Source: an optimization exercise on an open RTL-to-GDS flow (aim: small area, a short achievable clock period and few clock cycles per item). Production flows keep margins and buffers that such runs may drop. The RTL was checked by simulation tests, not by an equivalence proof against the original design.

==> flow/design.v (excerpt) <==
module pvss_ladder #(
    parameter W = 64
) (
    input  wire         clk,
    input  wire         rst,
    input  wire         start,
    input  wire [W-1:0] p,
    input  wire [W-1:0] a24,
    input  wire [W-1:0] x,
    input  wire [W-1:0] k,
    output wire         ready,
    output reg          done,
    output reg  [2:0]   ecode,
    output wire [W-1:0] x0,
    output wire [W-1:0] z0,
    output wire [W-1:0] x1,
    output wire [W-1:0] z1
);
    localparam [2:0] E_OK = 3'd0, E_PARAM = 3'd3, E_DEGEN = 3'd4;
    localparam NC = 18;                     
    localparam SW = W + 7;                  
    localparam VW = W + 1;                  
    localparam OW = W + 2;                  
    localparam AW = W + 4;                  
    localparam [1:0] S_IDLE = 2'd0,
                     S_DBL  = 2'd1,         
                     S_MUL  = 2'd2,         
                     S_FIN  = 2'd3;
    localparam [2:0] R_CIN  = 3'd0,         
                     R_1    = 3'd1,
                     R_2    = 3'd2,
                     R_3    = 3'd3,
                     R_COUT = 3'd4;         
    reg [1:0]    state;
    reg          rdy;
    reg [W-1:0]  pr, kr;
    reg [VW-1:0] xm, a24m;
    reg [VW-1:0] ax, az, bx, bz, t0, t1;    
  ...
clock: 12.0 ns
lec_check: 0
cap_margin: 40
cell_pad_in_sites_detail_placement: 1
cell_pad_in_sites_global_placement: 2
core_margin: 2
core_utilization: 25
place_density: 0.35
setup_slack_margin: 5
slew_margin: 40
run.sh (not shown) runs the stock make flow with config.mk's settings and CLKGATE_MAP_FILE= SYNTH_SCRIPT=/design/flow/synth_recipe.tcl, a recipe that flattens the netlist after the stock synthesis.
Testbench counts at the start, summed over its fixed seeds: cycles 249,288, items 64.
==> next run, changes <==
==> flow/flow/run.sh (new file) <==
#!/bin/bash
set -euo pipefail
bash standard.sh SETUP_SLACK_MARGIN=6.5 finish > standard.log 2>&1
==> flow/standard.sh (new file) <==
#!/bin/bash
# synth_recipe.tcl (not shown) runs the flow's synth.tcl, then flattens the netlist and writes it again
# the make line also repeats each setting of config.mk as NAME=value (left out here)
make -C /OpenROAD-flow-scripts/flow DESIGN_CONFIG=/design/flow/config.mk WORK_HOME=/design/flow/orfs CLKGATE_MAP_FILE= SYNTH_SCRIPT=/design/flow/synth_recipe.tcl "${@:-finish}"
SETUP_SLACK_MARGIN = unset   (was 5)
removed: flow/run.sh
Effect: The new run went through all stages and came out clean. Via count climbs by 2.5%. Fmax climbs by 15%. Critical path depth drops by 12. Worst setup slack is better by 0.93 ns.
==> next run, changes <==
==> flow/run.sh (new file) <==
#!/bin/bash
# synth_recipe.tcl (not shown) runs the flow's synth.tcl, then flattens the netlist and writes it again
# the make line also repeats each setting of config.mk as NAME=value (left out here)
make -C /OpenROAD-flow-scripts/flow DESIGN_CONFIG=/design/flow/config.mk WORK_HOME=/design/flow/orfs CLKGATE_MAP_FILE= SYNTH_SCRIPT=/design/flow/synth_recipe.tcl finish
CAP_MARGIN = 20   (was 40)
SETUP_SLACK_MARGIN = 5   (was unset)
SLEW_MARGIN = 20   (was 40)
removed: flow/flow/run.sh
removed: flow/standard.sh
What happened: With this change the flow reached the layout checks and failed them: max-capacitance violations, max-slew violations. Worst setup slack got worse by 0.90 ns. Clock-buffer cell count falls by 2. Synthesized area is unchanged.
==> next run, changes <==
==> flow/flow/run.sh (new file) <==
#!/bin/bash
set -euo pipefail
bash standard.sh SETUP_SLACK_MARGIN=6.5 FASTROUTE_TCL="$PWD/flow/fastroute.tcl" finish > standard.log 2>&1
==> flow/flow/fastroute.tcl (new file) <==
# Global routing capacities: leave more room on the lower layers for the
# detailed router (the platform default reduces every layer by only 20%).
set_global_routing_layer_adjustment met1 0.7
set_global_routing_layer_adjustment met2 0.5
set_global_routing_layer_adjustment met3-met5 0.3
set_routing_layers -clock met3-met5
set_routing_layers -signal met1-met5
==> flow/standard.sh (new file) <==
#!/bin/bash
# synth_recipe.tcl (not shown) runs the flow's synth.tcl, then flattens the netlist and writes it again
# the make line also repeats each setting of config.mk as NAME=value (left out here)
make -C /OpenROAD-flow-scripts/flow DESIGN_CONFIG=/design/flow/config.mk WORK_HOME=/design/flow/orfs CLKGATE_MAP_FILE= SYNTH_SCRIPT=/design/flow/synth_recipe.tcl "${@:-finish}"
CELL_PAD_IN_SITES_DETAIL_PLACEMENT = unset   (was 1)
CELL_PAD_IN_SITES_GLOBAL_PLACEMENT = unset   (was 2)
CORE_UTILIZATION = 30   (was 25)
PLACE_DENSITY = unset   (was 0.35)
SETUP_SLACK_MARGIN = unset   (was 5)
removed: flow/run.sh
Result:
- Now the flow never finished: it broke off in global routing with GRT-0116
- synthesized area stays the same
- synthesized cell count stays the same
==> next run, changes <==
==> flow/run.sh (new file) <==
#!/bin/bash
# synth_recipe.tcl (not shown) runs the flow's synth.tcl, then flattens the netlist and writes it again
# the make line also repeats each setting of config.mk as NAME=value (left out here)
make -C /OpenROAD-flow-scripts/flow DESIGN_CONFIG=/design/flow/config.mk WORK_HOME=/design/flow/orfs CLKGATE_MAP_FILE= SYNTH_SCRIPT=/design/flow/synth_recipe.tcl finish
MIN_ROUTING_LAYER = met2   (was unset)
SETUP_SLACK_MARGIN = 5   (was unset)
removed: flow/flow/run.sh
removed: flow/flow/fastroute.tcl
removed: flow/standard.sh
After rerunning: The changed run never finished: it broke off in global routing (GRT-0116). Synthesized area is unchanged. Synthesized cell count stays the same.

-- re-timing with driven ports --
How much do the figures lean on ideal ports? The routed layouts below were timed once more, with nothing changed but the port constraints. Step 1 (the two cells are an assumption about what drives the block):
set clk [get_ports {clk}]
set_driving_cell -lib_cell sky130_fd_sc_hd__clkbuf_16 $clk
set_driving_cell -lib_cell sky130_fd_sc_hd__buf_2 [delete_from_list [all_inputs] $clk]
Step 2 times the ports against the registers' clock, not the clock port: input delays grow and output delays shrink by t, the midpoint of the rising clock arrivals with the driver on. a / b / c = no drivers / after step 1 / after step 2; a / b = the first two.
| run | shift t [ns] | setup WS [ns] | worst hold slack (ns) | worst slew at a driven data input, ns |
|---|---|---|---|---|
| the first run | 1.212 | 4.948 / 4.948 / 4.948 | 0.428 / 0.428 / 0.428 | 0.15 |
| the second run | 1.172 | 5.878 / 5.878 / 5.878 | 0.445 / 0.445 / 0.445 | 0.21 |
| the third run | 1.218 | 4.977 / 4.977 / 4.977 | 0.423 / 0.423 / 0.423 | 0.16 |
